From an optimization exercise on the open Yosys and OpenROAD flow, aimed at small area; shortcuts taken in it are not production practice.
The RTL was checked by simulation tests, not by an equivalence proof against the original design.
No activity file was given, so power comes from the tool's default toggle rates. No driver is modelled on the clock port, so clocking that relies on it looks cheaper here than on a real chip.

==> design.v <==
module fsync_crc8_rom (
    input  wire [7:0] addr,
    output reg  [7:0] data
);
  integer k;
  always @(*) begin
    data = addr;
    for (k = 0; k < 8; k = k + 1)
      data = data[7] ? ((data << 1) ^ 8'hD5) : (data << 1);
  end
endmodule
module fsync (
    input  wire        clk,
    input  wire        rst,            
    input  wire        in_valid,
    input  wire [7:0]  in_data,
    output wire        in_ready,
    input  wire        fsm_reset,      
    input  wire        stat_clr,       
    output wire        ev_valid,
    input  wire        ev_ready,
    output wire [1:0]  ev_type,        
    output wire [1:0]  ev_version,
    output wire [7:0]  ev_direction,
    output wire [15:0] ev_code,
    output wire [15:0] ev_size,
    output wire [7:0]  ev_data,
    output wire        err_resource
);
  localparam integer RLB = 8;              
  localparam integer RL  = 1 << RLB;       
  localparam integer NR  = 256 / RL;       
  localparam [3:0] S_IDLE       = 4'd0,
                   S_SAW_DOLLAR = 4'd1,
                   S_DIRECTION  = 4'd2,
                   S_V1_LENGTH  = 4'd3,
                   S_V1_CODE    = 4'd4,
                   S_PAYLOAD    = 4'd5,
                   S_CKS        = 4'd6,
                   S_V2_FLAG    = 4'd7,
                   S_V2_CODE_LO = 4'd8,
                   S_V2_CODE_HI = 4'd9,
                   S_V2_LEN_LO  = 4'd10,
                   S_V2_LEN_HI  = 4'd11;
  localparam [1:0] O_IDLE = 2'd0,
                   O_HDR  = 2'd1,
                   O_PAY  = 2'd2,
                   O_REJ  = 2'd3;
  reg [3:0]     fstate;
  reg [1:0]     ostate;
  reg           v2;           
  reg           dir21;        
  reg           dir3e;        
  reg [15:0]    code;
  reg [8:0]     size;         
  reg [8:0]     cnt;          
  reg [7:0]     acc;          
  reg [RLB-1:0] phase;        
  reg           dfull;        
  reg           err_res;
  wire       accept = in_valid && in_ready && !fsm_reset;
  wire [7:0] b      = in_data;
  wire       first    = (fstate == S_V1_LENGTH) || (fstate == S_V2_FLAG);
  wire [7:0] acc_x    = (first ? 8'h00 : acc) ^ b;
  wire [7:0] acc_crc;
  fsync_crc8_rom u_crc (.addr(acc_x), .data(acc_crc));
  wire [7:0] acc_next = v2 ? acc_crc : acc_x;
  wire       is_dir   = (b == 8'h3C) || (b == 8'h3E) || (b == 8'h21);
  wire [8:0] cnt_inc   = cnt + 1'b1;
  wire       cnt_end   = &cnt;
  wire       slot_here = (phase == cnt[RLB-1:0]);
  wire       size_lo0  = (size[7:0] == 8'h00);
  wire [8:0] cnt_start = {~((fstate == S_V2_LEN_HI) ? b[0] : size[8]), ~size[7:0]};
  wire [7:0] ring_out [0:NR-1];
  wire       wr_pay   = accept && (fstate == S_PAYLOAD);
  genvar r;
  generate
    for (r = 0; r < NR; r = r + 1) begin : g_ring
      reg  [8*RL-1:0] slot;    
      wire            we = wr_pay && ((cnt[7:0] >> RLB) == r);
      always @(posedge clk)
        slot <= {slot[8*RL-9:0], we ? b : slot[8*RL-1:8*RL-8]};
      assign ring_out[r] = slot[8*RL-1:8*RL-8];
    end
  endgenerate
  always @(posedge clk) begin
    if (rst) phase <= {RLB{1'b0}};
    else     phase <= phase + 1'b1;
  end
  wire check   = accept && (fstate == S_CKS);
  wire match   = (acc_x == 8'h00);    
  wire good    = check && match;
  wire bad     = check && !match;
  wire ev_fire = ev_valid && ev_ready;
  wire rd_more = !cnt_end;
  wire load    = (ostate == O_HDR || ostate == O_PAY) && rd_more && slot_here &&
                 (!dfull || (ostate == O_PAY && ev_fire));
  always @(posedge clk) begin
    if (rst) begin
      fstate  <= S_IDLE;
      ostate  <= O_IDLE;
      dfull   <= 1'b0;
      err_res <= 1'b0;
    end else begin
      case (ostate)
        O_IDLE:
          if (good) begin
            ostate <= O_HDR;
            cnt    <= cnt_start;
          end else if (bad)
            ostate <= O_REJ;
        O_HDR:
          if (ev_fire) ostate <= rd_more ? O_PAY : O_IDLE;
        O_PAY:
          if (ev_fire && !rd_more) ostate <= O_IDLE;
        O_REJ:
          if (ev_fire) ostate <= O_IDLE;
      endcase
      if (load) begin
        acc   <= ring_out[cnt[7:0] >> RLB];
        cnt   <= cnt_inc;
        dfull <= 1'b1;
      end else if (ostate == O_PAY && ev_fire)
        dfull <= 1'b0;
      if (stat_clr)
        err_res <= 1'b0;
      if (fsm_reset) begin
        fstate <= S_IDLE;
      end else if (accept) begin
        acc <= acc_next;
        case (fstate)
          S_IDLE:
            if (b == 8'h24) fstate <= S_SAW_DOLLAR;
          S_SAW_DOLLAR:
            if (b == 8'h4D) begin
              v2     <= 1'b0;
              fstate <= S_DIRECTION;
            end else if (b == 8'h58) begin
              v2     <= 1'b1;
              fstate <= S_DIRECTION;
            end else
              fstate <= S_IDLE;
          S_DIRECTION:
            if (is_dir) begin
              dir21  <= (b == 8'h21);
              dir3e  <= (b == 8'h3E);
              fstate <= v2 ? S_V2_FLAG : S_V1_LENGTH;
            end else
              fstate <= S_IDLE;
          S_V1_LENGTH: begin
            size   <= {1'b0, b};
            fstate <= S_V1_CODE;
          end
          S_V1_CODE: begin
            code   <= {8'h00, b};
            cnt    <= cnt_start;
            fstate <= size_lo0 ? S_CKS : S_PAYLOAD;
          end
          S_PAYLOAD: begin
            cnt <= cnt_inc;
            if (&cnt_inc) fstate <= S_CKS;
          end
          S_CKS:
            fstate <= S_IDLE;
          S_V2_FLAG:
            fstate <= S_V2_CODE_LO;
          S_V2_CODE_LO: begin
            code[7:0] <= b;
            fstate    <= S_V2_CODE_HI;
          end
          S_V2_CODE_HI: begin
            code[15:8] <= b;
            fstate     <= S_V2_LEN_LO;
          end
          S_V2_LEN_LO: begin
            size   <= {1'b0, b};
            fstate <= S_V2_LEN_HI;
          end
          S_V2_LEN_HI: begin
            cnt <= cnt_start;
            if (b == 8'h00)
              fstate <= size_lo0 ? S_CKS : S_PAYLOAD;
            else if (b == 8'h01 && size_lo0) begin
              size[8] <= 1'b1;
              fstate  <= S_PAYLOAD;
            end else begin
              err_res <= 1'b1;
              fstate  <= S_IDLE;
            end
          end
          default:
            fstate <= S_IDLE;
        endcase
      end
    end
  end
  assign in_ready     = (ostate == O_IDLE) && (fstate != S_PAYLOAD || slot_here);
  assign ev_valid     = (ostate == O_HDR) || (ostate == O_REJ) || (ostate == O_PAY && dfull);
  assign ev_type      = {ostate == O_REJ, ostate == O_PAY};
  assign ev_version   = {v2, !v2};
  assign ev_direction = {2'b00, 1'b1, {3{!dir21}}, dir3e, dir21};
  assign ev_code      = code;
  assign ev_size      = {7'd0, size};
  assign ev_data      = acc;
  assign err_resource = err_res;
endmodule
==> flow/run.sh <==
#!/bin/bash
set -euo pipefail
cd "$(dirname "$0")/.."
export CTS_ARGS="-sink_clustering_enable -repair_clock_nets -sink_clustering_size 32 -sink_clustering_max_diameter 100 -buf_list sky130_fd_sc_hd__clkbuf_16 -dont_use_dummy_load"
export BUFFER_PORTS_ARGS="-buffer_cell sky130_fd_sc_hd__buf_1"
R=orfs/results/${FLOW_PLATFORM:-sky130hd}/fsync/base
bash standard.sh synth > standard_synth.log 2>&1
cp "$R/1_2_yosys.v" standard_1_2_yosys.v
YOSYS=$(command -v yosys || echo "$FLOW_HOME/../tools/install/yosys/bin/yosys")
REMAP_LIB="$FLOW_HOME/platforms/${FLOW_PLATFORM:-sky130hd}/lib/sky130_fd_sc_hd__tt_025C_1v80.lib" \
REMAP_IN=standard_1_2_yosys.v REMAP_OUT=remapped.v REMAP_TOP="${FLOW_TOP:-fsync}" \
  "$YOSYS" -c flow/remap.tcl > yosys_remap.log 2>&1
cp remapped.v "$R/1_2_yosys.v"
touch "$R/1_2_yosys.v"
bash standard.sh finish > standard_finish.log 2>&1
==> flow/remap.tcl <==
# Re-map the combinational logic of the standard synthesis netlist for area.
# Flip-flop cells are black boxes, so every register keeps the instance name
# and cell type the standard synthesis gave it; only the gates between the
# registers are re-mapped for area (ABC: deepsyn restructuring, then choice
# computation and area-oriented mapping; without the speed script's buffering
# and up-sizing). Don't-use cells stay unused.
set lib $::env(REMAP_LIB)
yosys read_liberty -ignore_miss_func $lib
yosys blackbox sky130_fd_sc_hd__*df* sky130_fd_sc_hd__*dl*
yosys read_verilog $::env(REMAP_IN)
yosys hierarchy -top $::env(REMAP_TOP)
yosys flatten
yosys techmap
yosys opt -purge
set du {}
foreach c {sky130_fd_sc_hd__lpflow_bleeder_1 sky130_fd_sc_hd__lpflow_clkbufkapwr_1 sky130_fd_sc_hd__lpflow_clkbufkapwr_16 sky130_fd_sc_hd__lpflow_clkbufkapwr_2 sky130_fd_sc_hd__lpflow_clkbufkapwr_4 sky130_fd_sc_hd__lpflow_clkbufkapwr_8 sky130_fd_sc_hd__lpflow_clkinvkapwr_1 sky130_fd_sc_hd__lpflow_clkinvkapwr_16 sky130_fd_sc_hd__lpflow_clkinvkapwr_2 sky130_fd_sc_hd__lpflow_clkinvkapwr_4 sky130_fd_sc_hd__lpflow_clkinvkapwr_8 sky130_fd_sc_hd__lpflow_decapkapwr_12 sky130_fd_sc_hd__lpflow_decapkapwr_3 sky130_fd_sc_hd__lpflow_decapkapwr_4 sky130_fd_sc_hd__lpflow_decapkapwr_6 sky130_fd_sc_hd__lpflow_decapkapwr_8 sky130_fd_sc_hd__lpflow_inputiso0n_1 sky130_fd_sc_hd__lpflow_inputiso0p_1 sky130_fd_sc_hd__lpflow_inputiso1n_1 sky130_fd_sc_hd__lpflow_inputiso1p_1 sky130_fd_sc_hd__lpflow_inputisolatch_1 sky130_fd_sc_hd__lpflow_isobufsrc_1 sky130_fd_sc_hd__lpflow_isobufsrc_16 sky130_fd_sc_hd__lpflow_isobufsrc_2 sky130_fd_sc_hd__lpflow_isobufsrc_4 sky130_fd_sc_hd__lpflow_isobufsrc_8 sky130_fd_sc_hd__lpflow_isobufsrckapwr_16 sky130_fd_sc_hd__lpflow_lsbuf_lh_hl_isowell_tap_1 sky130_fd_sc_hd__lpflow_lsbuf_lh_hl_isowell_tap_2 sky130_fd_sc_hd__lpflow_lsbuf_lh_hl_isowell_tap_4 sky130_fd_sc_hd__lpflow_lsbuf_lh_isowell_4 sky130_fd_sc_hd__lpflow_lsbuf_lh_isowell_tap_1 sky130_fd_sc_hd__lpflow_lsbuf_lh_isowell_tap_2 sky130_fd_sc_hd__lpflow_lsbuf_lh_isowell_tap_4 sky130_fd_sc_hd__probe_p_8 sky130_fd_sc_hd__probec_p_8 } { lappend du -dont_use $c }
yosys abc -script {+strash;&get,-n;&deepsyn,-T,30;&put;dch,-f;amap} -liberty $lib {*}$du
yosys setundef -zero
yosys hilomap -singleton -hicell sky130_fd_sc_hd__conb_1 HI -locell sky130_fd_sc_hd__conb_1 LO
yosys rename -hide w:*
yosys opt_clean -purge
yosys splitnets
yosys insbuf -buf sky130_fd_sc_hd__buf_1 A X
yosys opt_clean -purge
yosys rename -enumerate
yosys stat -liberty $lib
yosys write_verilog -noattr -noexpr -nohex -nodec $::env(REMAP_OUT)
==> standard.sh <==
#!/bin/bash
# synth_recipe.tcl (not shown) runs the flow's synth.tcl, then flattens the netlist and writes it again
# the make line also repeats each setting of config.mk as NAME=value (left out here)
make -C /OpenROAD-flow-scripts/flow DESIGN_CONFIG=/design/flow/config.mk WORK_HOME=/design/flow/orfs CLKGATE_MAP_FILE= SYNTH_SCRIPT=/design/flow/synth_recipe.tcl "${@:-finish}"
==> config.mk <==
export PLATFORM = sky130hd
export DESIGN_NAME = fsync
export DESIGN_NICKNAME = fsync
export VERILOG_FILES = /design/flow/design.v
export SDC_FILE = /design/flow/constraint.sdc
export NUM_CORES = 4
export LEC_CHECK = 0
export CAP_MARGIN = 20
export CORE_MARGIN = 2
export CORE_UTILIZATION = 40
export SLEW_MARGIN = 20
==> constraint.sdc <==
create_clock -name core_clock -period 10.0 [get_ports {clk}]
set_input_delay 2.0000 -clock core_clock [delete_from_list [all_inputs] [get_ports {clk}]]
set_output_delay 2.0000 -clock core_clock [all_outputs]
set_load 0.01 [all_outputs]
==> summary.txt, run 1 <==
* Net Sw Frac at 0.1866
* Postcts setup bufs at 0
* Final weighted congestion in routability-driven placement at 0.7692
* Initial antenna violation count at 0
* CP max FO at 13
* Internal at 9.861 mW
* Final Cycle Share at 0.5265
* WL met2 at 20.77 mm
* PortBufs at 58
* # clock sinks at 2109
* ANT nets after route at 0
* Clk Latency, worst-skew pair at 0.68 ns
* Global route overflow at 0
* # rows at 122
* Fmax at 189.9 MHz
* HP Start: g_ring[0].slot[1565]
* CP Capture Type: flip-flop
* Crit path launch: fsm_reset
* Worst hold path depth at 0
* Crit path DAT at 5.61 ns
* First-pass GRT wire length at 85.02 mm
* Logic pwr share at 0.005
* CTS H-tree depth at 3
* Largest net degree at the start of global routing at 33
* Metal3 WL at 2.003 mm
* Worst Clk Skew at 0.1175 ns
* Starting Density at 0.4018
* CTS tree: built
* Seq pwr share at 0.696
* Crit-path cells: buf_1 -> nor3b_1 -> nand4_1 -> or4b_1 -> or4_1 -> o21ai_0 -> clkinv_1 -> nand2_1 -> clkinv_1 -> o21ai_0 -> o211ai_1
* Core ar. at 110400 um^2
* Routed vias/inst at 3.807
* Power per cell area at 250.4 nW/um^2
* Setup-failing EPs final at 0
* Fin util at 0.4386
* Reg2reg path depth at 14
* Router iterations before antenna repair at 5
* Crit path kind: in -> reg
* Mapped Cells at 2454
* CP top delay family: simple AND/OR/NAND/NOR gates
* Outcome: finished clean
* Area of the die at 113600 um^2
* Syn-to-layout area delta at 9.158%
* Proportion of layout cells with a drive suffix above 1 at 0.03165
* Clk pwr share at 0.299
* Final slew viol count at 0
* Minimum clock period at 5.265 ns
* LEAKAGE at 18.61 nW
* Vias in the first global route at 15.72k
* DP Area at 46460 um^2
* M1 wire length at 27.19 mm
* DIE HEIGHT at 337.0 um
* Post-DP HPWL at 28.85 mm
* Most common cell after layout, fill and taps aside: dfxtp_1
* CP Depth at 11
* Vias at 15.53k
* Die Wd at 337.0 um
* Post-Synthesis Mean Instance Area at 18.07 um^2
* Synth Warn # at 2
* CP max-delay cell: or4b_1
* CTS hold repair buffers at 0
* CTS Root Cell: clkbuf_16
* Setup_tns at 0 ns
* MaxCap Viol Count at 0
* Sw power at 2.262 mW
* DRC Markers at 0
* Routed WL at 51.73 mm
* Setup WS pre-CTS at 3.965 ns
* CP Launch Type: input port
* Bufs on Longest Clock Path at 3
* I/O Pins at 69
* # diodes at 0
* Worst Tran Pin Value at 0.9487 ns
* Cts bufs inserted at 78
* Most frequent cells in the layout: dfxtp_1, nor2_1, clkbuf_16, clkinv_1, buf_1
* Bufs and invs on worst path at 3
* Worst path max stage delay at 0.59 ns
* Avg WL per Cell at 12.68 um
* Max VDD drop at 119.2 uV
* Synthesized area at 44350 um^2
* CP Data Required Time at 10.35 ns
* Clock transition at the registers of the reported paths at 0.11 ns
* Global Route Usage Sum at 0.09298
* Unrepaired setup endpoints after global routing: no
* Final instance area at 48410 um^2
* Hold Crit Class: reg -> reg
* Slew HR at 0.3675
* Worst reg2reg path startpoint: fstate[0]
* DR top layer: met4
* Final #Nets at 2607
* Final-report hold violation count at 0
* Post-CTS sizing at 0
* Iter 0 DRT Violations at 717
* Worst Setup Slack, final at 4.735 ns
-- state kept, by name, summed over array words and instances (netlist names) --
signal       cells
g_ring.slot   2048
code            16
cnt              9
size             9
acc              8
phase            8
fstate           4
ostate           2
dfull            1
dir21            1
dir3e            1
err_res          1
v2               1
-- path summary, 6_finish.rpt --
path / endpoint / slack, ns
worst max-delay path: cnt[1] / 4.74
worst min-delay path: g_ring[0].slot[1573] / 0.22
worst max register to register: cnt[1] / 5.09
worst min register to register: g_ring[0].slot[1573] / 0.22
-- per-layer routing --
layer  GRT usage  vias to the layer above
met1      0.1363                     7352
met2      0.1330                      180
met4     0.03514                        0
met5           0                        -
met3     0.02191                      104
li1            -                     7894
-- stage by stage --
stage,cells,hold WS [ns],total power [mW]
detailed placement,4001,0.3121,8.697
global placement,4001,0.3098,8.698
CTS,4079,0.2208,12.27
floorplan,2462,0.3096,8.669
global route,4079,0.2239,12.56
finish,4079,0.2244,12.12
-- power by group through the flow --
stage	Clock (mW)	Combinational (mW)	Sequential (mW)
2_1_floorplan	0	0.0406	8.63
3_3_place_gp	0	0.0667	8.63
3_5_place_dp	0	0.0662	8.63
4_1_cts	3.77	0.0664	8.44
5_1_grt	4.04	0.0736	8.44
6_report	3.62	0.0654	8.44
-- area by class of cell --
class	instances	area [um^2]
clock buffer	78	1952
fill	9464	61950
inverter	67	251.5
multi-input combinational	276	1434
sequential	2109	42670
tap	1488	1862
timing repair buffer	61	240.2
==> inputs of run 2 (changes only) <==
--- a/design.v
+++ b/design.v
@@ -60,8 +60,7 @@
   reg           err_res;
   wire       accept = in_valid && in_ready && !fsm_reset;
   wire [7:0] b      = in_data;
-  wire       first    = (fstate == S_V1_LENGTH) || (fstate == S_V2_FLAG);
-  wire [7:0] acc_x    = (first ? 8'h00 : acc) ^ b;
+  wire [7:0] acc_x    = acc ^ b;      
   wire [7:0] acc_crc;
   fsync_crc8_rom u_crc (.addr(acc_x), .data(acc_crc));
   wire [7:0] acc_next = v2 ? acc_crc : acc_x;
@@ -142,6 +141,7 @@
               fstate <= S_IDLE;
           S_DIRECTION:
             if (is_dir) begin
+              acc    <= 8'h00;
               dir21  <= (b == 8'h21);
               dir3e  <= (b == 8'h3E);
               fstate <= v2 ? S_V2_FLAG : S_V1_LENGTH;
==> summary.txt, run 2 <==
* Outcome: finished clean (unchanged)
* CTS H-tree depth at 3 (unchanged)
* Final-report hold violation count at 0 (unchanged)
* CTS tree: built (unchanged)
* Router iterations before antenna repair at 4 (was 5)
* Synthesized area at 44200 um^2 (was 44350 um^2)
* Minimum clock period at 5.600 ns (was 5.265 ns)
* Most common cell after layout, fill and taps aside: dfxtp_1 (unchanged)
* Fmax at 178.6 MHz (was 189.9 MHz)
* Post-Synthesis Mean Instance Area at 18.25 um^2 (was 18.07 um^2)
* First-pass GRT wire length at 83.58 mm (was 85.02 mm)
* PortBufs at 58 (unchanged)
* Iter 0 DRT Violations at 777 (was 717)
* CP max FO at 15 (was 13)
* # diodes at 0 (unchanged)
* Biggest regs: g_ring.slot: 2048 flops, code: 16 flops (unchanged)
* Fin Hold WS at 0.3050 ns (was 0.2244 ns)
* Largest register FFs at 2048 (unchanged)
* Max VDD drop at 137.1 uV (was 119.2 uV)
* Hold Crit Class: reg -> reg (unchanged)
* Avg WL per Cell at 12.48 um (was 12.68 um)
* Bufs and invs on worst path at 4 (was 3)
* CP top delay family: simple AND/OR/NAND/NOR gates (unchanged)
* I/O Pins at 69 (unchanged)
* Worst path max stage delay at 0.76 ns (was 0.59 ns)
* Area of the die at 113200 um^2 (was 113600 um^2)
* DIE HEIGHT at 336.4 um (was 337.0 um)
* Power per cell area at 251.1 nW/um^2 (was 250.4 nW/um^2)
* Most frequent cells in the layout: dfxtp_1, clkbuf_16, nor2_1, clkinv_1, buf_1 (was dfxtp_1, nor2_1, clkbuf_16, clkinv_1, buf_1)
* Post-CTS sizing at 0 (unchanged)
* Syn-to-layout area delta at 9.045% (was 9.158%)
* Die Wd at 336.4 um (was 337.0 um)
* Core ar. at 109200 um^2 (was 110400 um^2)
* R2r setup slk at 4.40 ns (was 5.09 ns)
* ANT nets after route at 0 (unchanged)
* CTS hold repair buffers at 0 (unchanged)
* Global Route Usage Sum at 0.09065 (was 0.09298)
* Post-DP HPWL at 27.63 mm (was 28.85 mm)
* Worst Clk Skew at 0.05036 ns (was 0.1175 ns)
* Starting Density at 0.4049 (was 0.4018)
* Layout fillers at 9345 (was 9464)
* Most flops, register: g_ring.slot (unchanged)
* Final slew viol count at 0 (unchanged)
* # clock sinks at 2109 (unchanged)
* Final weighted congestion in routability-driven placement at 0.7665 (was 0.7692)
* CP max-delay cell: nor2_1 (was or4b_1)
* CTS Root Cell: clkbuf_16 (unchanged)
* Unrepaired setup endpoints after global routing: no (unchanged)
* CP Launch Type: flip-flop (was input port)
* Postcts setup bufs at 0 (unchanged)
* Largest net degree at the start of global routing at 33 (unchanged)
* Cts bufs inserted at 77 (was 78)
* # rows at 121 (was 122)
* Final Cycle Share at 0.5600 (was 0.5265)
* Setup-failing EPs final at 0 (unchanged)
* Routed vias/inst at 3.759 (was 3.807)
* Vias at 15.16k (was 15.53k)
* Slew HR at 0.2987 (was 0.3675)
* Vias in the first global route at 15.46k (was 15.72k)
* Crit path kind: reg -> reg (was in -> reg)
* Global route overflow at 0 (unchanged)
* Crit-path cells: clkinv_1 -> o22ai_1 -> a221o_1 -> nor4_1 -> o21ai_0 -> nor3b_1 -> clkinv_1 -> nor2_1 -> clkinv_1 -> nand2_1 -> nand2_1 -> nor2_1 -> clkinv_1 -> nor2_1 -> nand3_1 -> nor2_1 -> nand2_1 -> o22a_1 (was buf_1 -> nor3b_1 -> nand4_1 -> or4b_1 -> or4_1 -> o21ai_0 -> clkinv_1 -> nand2_1 -> clkinv_1 -> o21ai_0 -> o211ai_1)
* LEAKAGE at 18.55 nW (was 18.61 nW)
* Mapped Cells at 2422 (was 2454)
* DRC Markers at 0 (unchanged)
* Clk Latency, worst-skew pair at 0.64 ns (was 0.68 ns)
* Clock transition at the registers of the reported paths at 0.11 ns (about the same)
* Worst Tran Pin Value at 1.043 ns (was 0.9487 ns)
* Bufs on Longest Clock Path at 3 (unchanged)
* Setup_tns at 0 ns (unchanged)
* Final #Nets at 2572 (was 2607)
* Initial antenna violation count at 0 (unchanged)
* CP Capture Type: flip-flop (unchanged)
* Routed WL at 50.31 mm (was 51.73 mm)
* CP Data Required Time at 10.38 ns (was 10.35 ns)
* MaxCap Viol Count at 0 (unchanged)
* Crit path DAT at 5.98 ns (was 5.61 ns)
* Synth Warn # at 2 (unchanged)
* Proportion of layout cells with a drive suffix above 1 at 0.03091 (was 0.03165)
[run 2: changes by cell type in the layout (fill, tap and decap cells not counted), sizes merged, moves of 4 or more]
| cell | before | now |
|---|---|---|
| o221ai | 12 | 5 |
| nor2 | 81 | 71 |
| nand2 | 27 | 23 |
| o21ai | 24 | 20 |
| nor3 | 20 | 10 |
[run 2: path summary, 6_finish.rpt]
path,from,endpoint,cells past startpoint
max,cnt[1],cnt[8],18
min,g_ring[0].slot[241],g_ring[0].slot[249],0
max reg2reg,cnt[1],cnt[8],18
min reg2reg,g_ring[0].slot[241],g_ring[0].slot[249],0
[run 2: metrics by stage]
step           instance area, um^2  total power [mW]  utilization  worst slack (ns)  std cells
3_5_place_dp                 46270             8.697       0.4239             4.247       3955
6_report                     48200             12.10       0.4415             4.400       4032
2_1_floorplan                44230             8.672            -             5.254       2430
4_1_cts                      48200             12.26       0.4415             4.345       4032
3_3_place_gp                 46270             8.697       0.4239             4.285       3955
5_1_grt                      48200             12.56       0.4415             3.782       4032
[run 2: worst register-to-register path: cells and delay by family, from the launching register on]
| kind | cells | cell delay [ns] |
|---|---|---|
| buf+inv | 4 | 0.75 |
| flops | 1 | 0.41 |
| simple gates | 10 | 3.33 |
| compound gates | 4 | 0.86 |
[run 2: report_power, final]
group | leakage [nW] | internal [mW] | switching (mW) | total (mW)
Clock | 0.949 | 1.40 | 2.20 | 3.60
Combinational | 0.542 | 0.0178 | 0.0439 | 0.0617
Sequential | 17.1 | 8.43 | 0.00899 | 8.44
[run 2: cell type report]
type / count / area, um^2 / share of cell area
clock buffers: 77 / 1927 / 0.03998
inverters: 64 / 240.2 / 0.004984
multi-input cells: 247 / 1286 / 0.02669
flip-flops and latches: 2109 / 42670 / 0.8854
well taps: 1476 / 1847 / 0.03832
repair buffers: 59 / 225.2 / 0.004673
[run 2: routing by layer]
| metal | GRT usage | part of all wire | up-vias |
|---|---|---|---|
| li1 | - | - | 7784 |
| met1 | 0.1335 | 0.53 | 7111 |
| met2 | 0.1312 | 0.41 | 174 |
| met3 | 0.01973 | 0.042 | 87 |
| met4 | 0.03277 | 0.024 | 0 |
| met5 | 0 | 0 | - |
==> inputs of run 3 (changes only) <==
--- a/flow/run.sh
+++ b/flow/run.sh
@@ -1,7 +1,7 @@
 #!/bin/bash
 set -euo pipefail
 cd "$(dirname "$0")/.."
-export CTS_ARGS="-sink_clustering_enable -repair_clock_nets -sink_clustering_size 32 -sink_clustering_max_diameter 100 -buf_list sky130_fd_sc_hd__clkbuf_16 -dont_use_dummy_load"
+export CTS_ARGS="-sink_clustering_enable -repair_clock_nets -sink_clustering_size 32 -sink_clustering_max_diameter 100 -buf_list sky130_fd_sc_hd__clkbuf_16 -tree_buf sky130_fd_sc_hd__clkbuf_8 -dont_use_dummy_load"
 export BUFFER_PORTS_ARGS="-buffer_cell sky130_fd_sc_hd__buf_1"
 R=orfs/results/${FLOW_PLATFORM:-sky130hd}/fsync/base
 bash standard.sh synth > standard_synth.log 2>&1
==> summary.txt, run 3 <==
* Largest net degree at the start of global routing at 33 (unchanged)
* Biggest regs: g_ring.slot: 2048 flops, code: 16 flops (unchanged)
* Worst path max stage delay at 0.61 ns (was 0.76 ns)
* PortBufs at 58 (unchanged)
* Outcome: finished clean (unchanged)
* Global Route Usage Sum at 0.08518 (was 0.09065)
* Bufs on Longest Clock Path at 3 (unchanged)
* CP max-delay cell: nor2_2 (was nor2_1)
* Vias at 15.76k (was 15.16k)
* Crit path kind: reg -> reg (unchanged)
* Slew HR at 0.4819 (was 0.2987)
* Syn-to-layout area delta at 8.959% (was 9.045%)
* CP Launch Type: flip-flop (unchanged)
* Final Non-Filler Cells at 4032 (unchanged)
* Worst Clk Skew at 0.04073 ns (was 0.05036 ns)
* Most common cell after layout, fill and taps aside: dfxtp_1 (unchanged)
* # clock sinks at 2109 (unchanged)
* Mapped Cells at 2424 (was 2422)
* Most flops, register: g_ring.slot (unchanged)
* Unrepaired setup endpoints after global routing: no (unchanged)
* Router iterations before antenna repair at 11 (was 4)
* Fmax at 205.7 MHz (was 178.6 MHz)
* Avg WL per Cell at 11.79 um (was 12.48 um)
* Largest register FFs at 2048 (unchanged)
* Fin util at 0.4408 (was 0.4415)
* Final #Nets at 2572 (unchanged)
* CP max FO at 18 (was 15)
* # rows at 121 (unchanged)
* Clock transition at the registers of the reported paths at 0.12 ns (was 0.11 ns)
* Worst Tran Pin Value at 0.7755 ns (was 1.043 ns)
* Max VDD drop at 124.9 uV (was 137.1 uV)
* Starting Density at 0.4045 (was 0.4049)
* Most frequent cells in the layout: dfxtp_1, clkbuf_16, nor2_1, clkinv_1, buf_1 (unchanged)
* Area of the die at 113200 um^2 (about the same)
* Global route overflow at 0 (unchanged)
* Vias in the first global route at 15.83k (was 15.46k)
* Final slew viol count at 0 (unchanged)
* I/O Pins at 69 (unchanged)
* Die Wd at 336.5 um (was 336.4 um)
* CP Capture Type: flip-flop (unchanged)
* Core ar. at 109300 um^2 (was 109200 um^2)
* CTS tree: built (unchanged)
* CP Data Required Time at 10.38 ns (about the same)
* Synth Warn # at 2 (unchanged)
* Placed Cells at 3956 (was 3955)
* CTS H-tree depth at 3 (unchanged)
* Minimum clock period at 4.862 ns (was 5.600 ns)
* ANT nets after route at 0 (unchanged)
* CTS hold repair buffers at 0 (unchanged)
* Layout fillers at 9312 (was 9345)
* Routed vias/inst at 3.909 (was 3.759)
* Iter 0 DRT Violations at 1193 (was 777)
* Final-report hold violation count at 0 (unchanged)
* MaxCap Viol Count at 0 (unchanged)
* LEAKAGE at 18.50 nW (was 18.55 nW)
* Synthesized area at 44220 um^2 (was 44200 um^2)
* Post-DP HPWL at 24.56 mm (was 27.63 mm)
* Proportion of layout cells with a drive suffix above 1 at 0.03013 (was 0.03091)
* Initial antenna violation count at 1 (was 0)
* Power per cell area at 250.5 nW/um^2 (was 251.1 nW/um^2)
* Setup_tns at 0 ns (unchanged)
* Post-Synthesis Mean Instance Area at 18.24 um^2 (was 18.25 um^2)
* Final Power at 12.07 mW (was 12.10 mW)
* Post-CTS sizing at 0 (unchanged)
* Fin Hold WS at 0.2829 ns (was 0.3050 ns)
* CTS Root Cell: clkbuf_16 (unchanged)
* Crit-path cells: clkinv_1 -> nand2_1 -> o21ai_0 -> a221o_1 -> nor4_1 -> nor2_1 -> nor3_1 -> clkinv_1 -> nor2_2 -> o21ai_0 -> nor2_1 -> clkinv_1 -> nor3_1 -> nor3_1 -> a21oi_1 -> o21ai_0 (was clkinv_1 -> o22ai_1 -> a221o_1 -> nor4_1 -> o21ai_0 -> nor3b_1 -> clkinv_1 -> nor2_1 -> clkinv_1 -> nand2_1 -> nand2_1 -> nor2_1 -> clkinv_1 -> nor2_1 -> nand3_1 -> nor2_1 -> nand2_1 -> o22a_1)
* Routed WL at 47.55 mm (was 50.31 mm)
* Clk Latency, worst-skew pair at 0.65 ns (was 0.64 ns)
* First-pass GRT wire length at 80.56 mm (was 83.58 mm)
* Hold Crit Class: reg -> reg (unchanged)
* DIE HEIGHT at 336.5 um (was 336.4 um)
* Final Cycle Share at 0.4862 (was 0.5600)
* Cts bufs inserted at 76 (was 77)
* Setup-failing EPs final at 0 (unchanged)
* Crit path DAT at 5.24 ns (was 5.98 ns)
* Final weighted congestion in routability-driven placement at 0.9773 (was 0.7665)
* # diodes at 0 (unchanged)
* Postcts setup bufs at 0 (unchanged)
* DRC Markers at 0 (unchanged)
-- run 3: cell count changes in the layout (fill, tap and decap cells not counted), moves of 2 or more --
cell and change:
or3_1 +4, o211ai_1 -2, nor3_1 +7, o22ai_1 -6, nand3_1 -6, a21oi_1 -4
nor4_1 +2, clkinv_1 -4, a211oi_1 -3, o21ai_0 +4, a221o_1 +4, nor2_1 +2
-- run 3: path summary, 6_finish.rpt --
path,from,endpoint,slack [ns],depth (start not counted)
worst max-delay path,cnt[2],cnt[8],5.14,16
worst min-delay path,g_ring[0].slot[994],g_ring[0].slot[1002],0.28,0
worst min register to register,g_ring[0].slot[994],g_ring[0].slot[1002],0.28,0
worst max register to register,cnt[2],cnt[8],5.14,16
-- run 3: worst max-delay path, delay by kind of cell (launching register included) --
| kind | cells | cell delay (ns) |
|---|---|---|
| simple gates | 8 | 2.49 |
| compound gates | 5 | 1.06 |
| buf+inv | 3 | 0.59 |
| flops | 1 | 0.45 |
-- run 3: final cells by class --
type,instances,area (um^2),share of cell area
clock buffers,76,1902,0.03948
inverters,60,225.2,0.004675
multi-input cells,253,1315,0.02730
flip-flops and latches,2109,42670,0.8857
well taps,1476,1847,0.03833
repair buffers,58,217.7,0.004519
-- run 3: per-layer routing --
metal  GRT usage  part of all wire
met4     0.04037             0.042
met2      0.1141              0.37
met3     0.02456             0.072
met5           0           0.00027
met1      0.1255              0.52
-- run 3: stage by stage --
step                instance area [um^2]  setup slack, ns
finish                             48180            5.138
global route                       48180            4.769
CTS                                48180            5.073
detailed placement                 46270            4.405
global placement                   46270            4.720
floorplan                          44250            5.372
-- run 3: power by group --
| group | switching [mW] | internal, mW |
|---|---|---|
| clock | 2.19 | 1.38 |
| sequential | 0.00851 | 8.43 |
| combinational | 0.0447 | 0.0168 |
==> inputs of run 4 (changes only) <==
--- a/flow/run.sh
+++ b/flow/run.sh
@@ -1,7 +1,7 @@
 #!/bin/bash
 set -euo pipefail
 cd "$(dirname "$0")/.."
-export CTS_ARGS="-sink_clustering_enable -repair_clock_nets -sink_clustering_size 32 -sink_clustering_max_diameter 100 -buf_list sky130_fd_sc_hd__clkbuf_16 -tree_buf sky130_fd_sc_hd__clkbuf_8 -dont_use_dummy_load"
+export CTS_ARGS="-sink_clustering_enable -repair_clock_nets -sink_clustering_size 34 -sink_clustering_max_diameter 80 -buf_list sky130_fd_sc_hd__clkbuf_16 -dont_use_dummy_load"
 export BUFFER_PORTS_ARGS="-buffer_cell sky130_fd_sc_hd__buf_1"
 R=orfs/results/${FLOW_PLATFORM:-sky130hd}/fsync/base
 bash standard.sh synth > standard_synth.log 2>&1
==> summary.txt, run 4 <==
* Crit-path cells: clkinv_1 -> a221o_1 -> nor4_1 -> o21ai_0 -> nor3b_1 -> clkinv_1 -> nor2_1 -> clkinv_1 -> nand2_1 -> nand2_1 -> nor2_1 -> clkinv_1 -> nor2_1 -> nand3_1 -> nor2_1 -> nand2_1 -> o22a_1 (was clkinv_1 -> nand2_1 -> o21ai_0 -> a221o_1 -> nor4_1 -> nor2_1 -> nor3_1 -> clkinv_1 -> nor2_2 -> o21ai_0 -> nor2_1 -> clkinv_1 -> nor3_1 -> nor3_1 -> a21oi_1 -> o21ai_0)
* CP max FO at 15 (was 18)
* Final slew viol count at 0 (unchanged)
* Crit path DAT at 5.95 ns (was 5.24 ns)
* ANT nets after route at 0 (unchanged)
* Setup-failing EPs final at 0 (unchanged)
* Worst path max stage delay at 0.76 ns (was 0.61 ns)
* MaxCap Viol Count at 0 (unchanged)
* Die Wd at 336.4 um (was 336.5 um)
* Vias in the first global route at 15.29k (was 15.83k)
* Final Cycle Share at 0.5598 (was 0.4862)
* Logic pwr share at 0.005 (about the same)
* DIE HEIGHT at 336.4 um (was 336.5 um)
* Global Route Usage Sum at 0.09039 (was 0.08518)
* Routed vias/inst at 3.758 (was 3.909)
* DP Area at 46270 um^2 (about the same)
* Router iterations before antenna repair at 5 (was 11)
* Core ar. at 109200 um^2 (was 109300 um^2)
* Most flops, register: g_ring.slot (unchanged)
* Outcome: finished clean (unchanged)
* Fmax at 178.6 MHz (was 205.7 MHz)
* Slew HR at 0.3008 (was 0.4819)
* # clock sinks at 2109 (unchanged)
* Global route overflow at 0 (unchanged)
* Mapped Cells at 2422 (was 2424)
* Most common cell after layout, fill and taps aside: dfxtp_1 (unchanged)
* CP Data Required Time at 10.36 ns (was 10.38 ns)
* Clk Latency, worst-skew pair at 0.64 ns (was 0.65 ns)
* Hold Crit Class: reg -> reg (unchanged)
* Final weighted congestion in routability-driven placement at 0.7665 (was 0.9773)
* Clk pwr share at 0.297 (was 0.296)
* Worst Tran Pin Value at 1.040 ns (was 0.7755 ns)
* Power per cell area at 251.1 nW/um^2 (was 250.5 nW/um^2)
* Seq pwr share at 0.698 (was 0.699)
* CTS hold repair buffers at 0 (unchanged)
* # rows at 121 (unchanged)
* CP top delay family: simple AND/OR/NAND/NOR gates (unchanged)
* Vias at 15.15k (was 15.76k)
* Internal at 9.834 mW (was 9.830 mW)
* CTS Root Cell: clkbuf_16 (unchanged)
* Unrepaired setup endpoints after global routing: no (unchanged)
* CTS H-tree depth at 3 (unchanged)
* CP Capture Type: flip-flop (unchanged)
* Bufs on Longest Clock Path at 3 (unchanged)
* Largest register FFs at 2048 (unchanged)
* First-pass GRT wire length at 83.29 mm (was 80.56 mm)
* Bufs and invs on worst path at 4 (was 3)
* Proportion of layout cells with a drive suffix above 1 at 0.03053 (was 0.03013)
* Iter 0 DRT Violations at 792 (was 1193)
* Fin util at 0.4413 (was 0.4408)
* PortBufs at 58 (unchanged)
* Syn-to-layout area delta at 8.988% (was 8.959%)
* Synthesized area at 44200 um^2 (was 44220 um^2)
* DRC Markers at 0 (unchanged)
* Avg WL per Cell at 12.50 um (was 11.79 um)
* Crit path kind: reg -> reg (unchanged)
* Post-Synthesis Mean Instance Area at 18.25 um^2 (was 18.24 um^2)
* Final-report hold violation count at 0 (unchanged)
* Worst Clk Skew at 0.05768 ns (was 0.04073 ns)
* Post-CTS sizing at 0 (unchanged)
* Clock transition at the registers of the reported paths at 0.11 ns (was 0.12 ns)
* # diodes at 0 (unchanged)
* Post-DP HPWL at 27.63 mm (was 24.56 mm)
* CTS tree: built (unchanged)
* Most frequent cells in the layout: dfxtp_1, clkbuf_16, nor2_1, clkinv_1, buf_1 (unchanged)
* Setup_tns at 0 ns (unchanged)
* Net Sw Frac at 0.1870 (was 0.1856)
* Postcts setup bufs at 0 (unchanged)
* Layout fillers at 9349 (was 9312)
* Minimum clock period at 5.598 ns (was 4.862 ns)
* Max VDD drop at 127.5 uV (was 124.9 uV)
* Final instance area at 48170 um^2 (was 48180 um^2)
* Largest net degree at the start of global routing at 35 (was 33)
* Synth Warn # at 2 (unchanged)
* Initial antenna violation count at 0 (was 1)
* CP Launch Type: flip-flop (unchanged)
* I/O Pins at 69 (unchanged)
* Cts bufs inserted at 76 (unchanged)
* Final #Nets at 2571 (was 2572)
* Sw power at 2.261 mW (was 2.241 mW)
* Biggest regs: g_ring.slot: 2048 flops, code: 16 flops (unchanged)
* CP max-delay cell: nor2_1 (was nor2_2)
* LEAKAGE at 18.53 nW (was 18.50 nW)
* Starting Density at 0.4049 (was 0.4045)
* Routed WL at 50.38 mm (was 47.55 mm)
* Area of the die at 113200 um^2 (about the same)
-- run 4: power groups by stage --
stage                     Sequential, mW  Combinational (mW)  Clock [mW]
after floorplan                     8.63              0.0385           0
after global placement              8.64              0.0613           0
after detailed placement            8.64              0.0613           0
after CTS                           8.44              0.0617        3.72
after global routing                8.45              0.0699        4.02
final                               8.44              0.0615        3.59
-- run 4: metrics by stage --
stage | cells | hold slack (ns) | power, mW | setup slack [ns]
global route | 4031 | 0.2764 | 12.54 | 3.786
CTS | 4031 | 0.2800 | 12.23 | 4.347
detailed placement | 3955 | 0.3121 | 8.697 | 4.247
floorplan | 2430 | 0.3096 | 8.672 | 5.254
global placement | 3955 | 0.3107 | 8.697 | 4.285
finish | 4031 | 0.2780 | 12.10 | 4.402
-- run 4: layout make-up --
cell class                 count  area, um^2  area share
sequential                  2109       42670      0.8858
clock buffer                  76        1902     0.03948
tap                         1476        1847     0.03834
multi-input combinational    247        1286     0.02670
inverter                      64       240.2    0.004987
timing repair buffer          59       225.2    0.004675
-- run 4: worst paths after layout --
check,from,endpoint,slack (ns),cells after the start
max,cnt[0],cnt[8],4.40,17
min,g_ring[0].slot[886],g_ring[0].slot[894],0.28,0
max reg2reg,cnt[0],cnt[8],4.40,17
min reg2reg,g_ring[0].slot[886],g_ring[0].slot[894],0.28,0
-- run 4: metal layers --
layer,GRT usage,share of wire,vias up
li1,-,-,7776
met1,0.1343,0.53,7103
met2,0.1298,0.40,189
met3,0.01990,0.043,82
met4,0.03144,0.021,0
met5,0,0,-

## static timing again, ports no longer ideal
How much do the figures lean on ideal ports? The routed layouts below were timed once more, with nothing changed but the port constraints.
Step 1: set_driving_cell puts a clkbuf_16 on clk and a buf_2 on each other input, an assumption about the parent block.
Step 2 also shifts input and output timing later by t, the mid clock arrival at the registers, as if the neighbouring blocks saw the same clock.
Three values: ideal, step 1, step 2; two values: the first two.
run | t (ns) | slack for setup (ns) | pins driven straight from the clock port
run 1 | 0.690 | 4.735 / 4.781 / 4.091 | 1
run 2 | 0.691 | 4.400 / 4.400 / 4.163 | 1
run 3 | 0.684 | 5.138 / 5.138 / 4.531 | 1
run 4 | 0.677 | 4.402 / 4.402 / 4.162 | 1
After both steps every run listed still meets setup and hold. The setup slack of run 1, which loses most, moves by +0.046 ns with the drivers and by -0.644 ns with both steps.
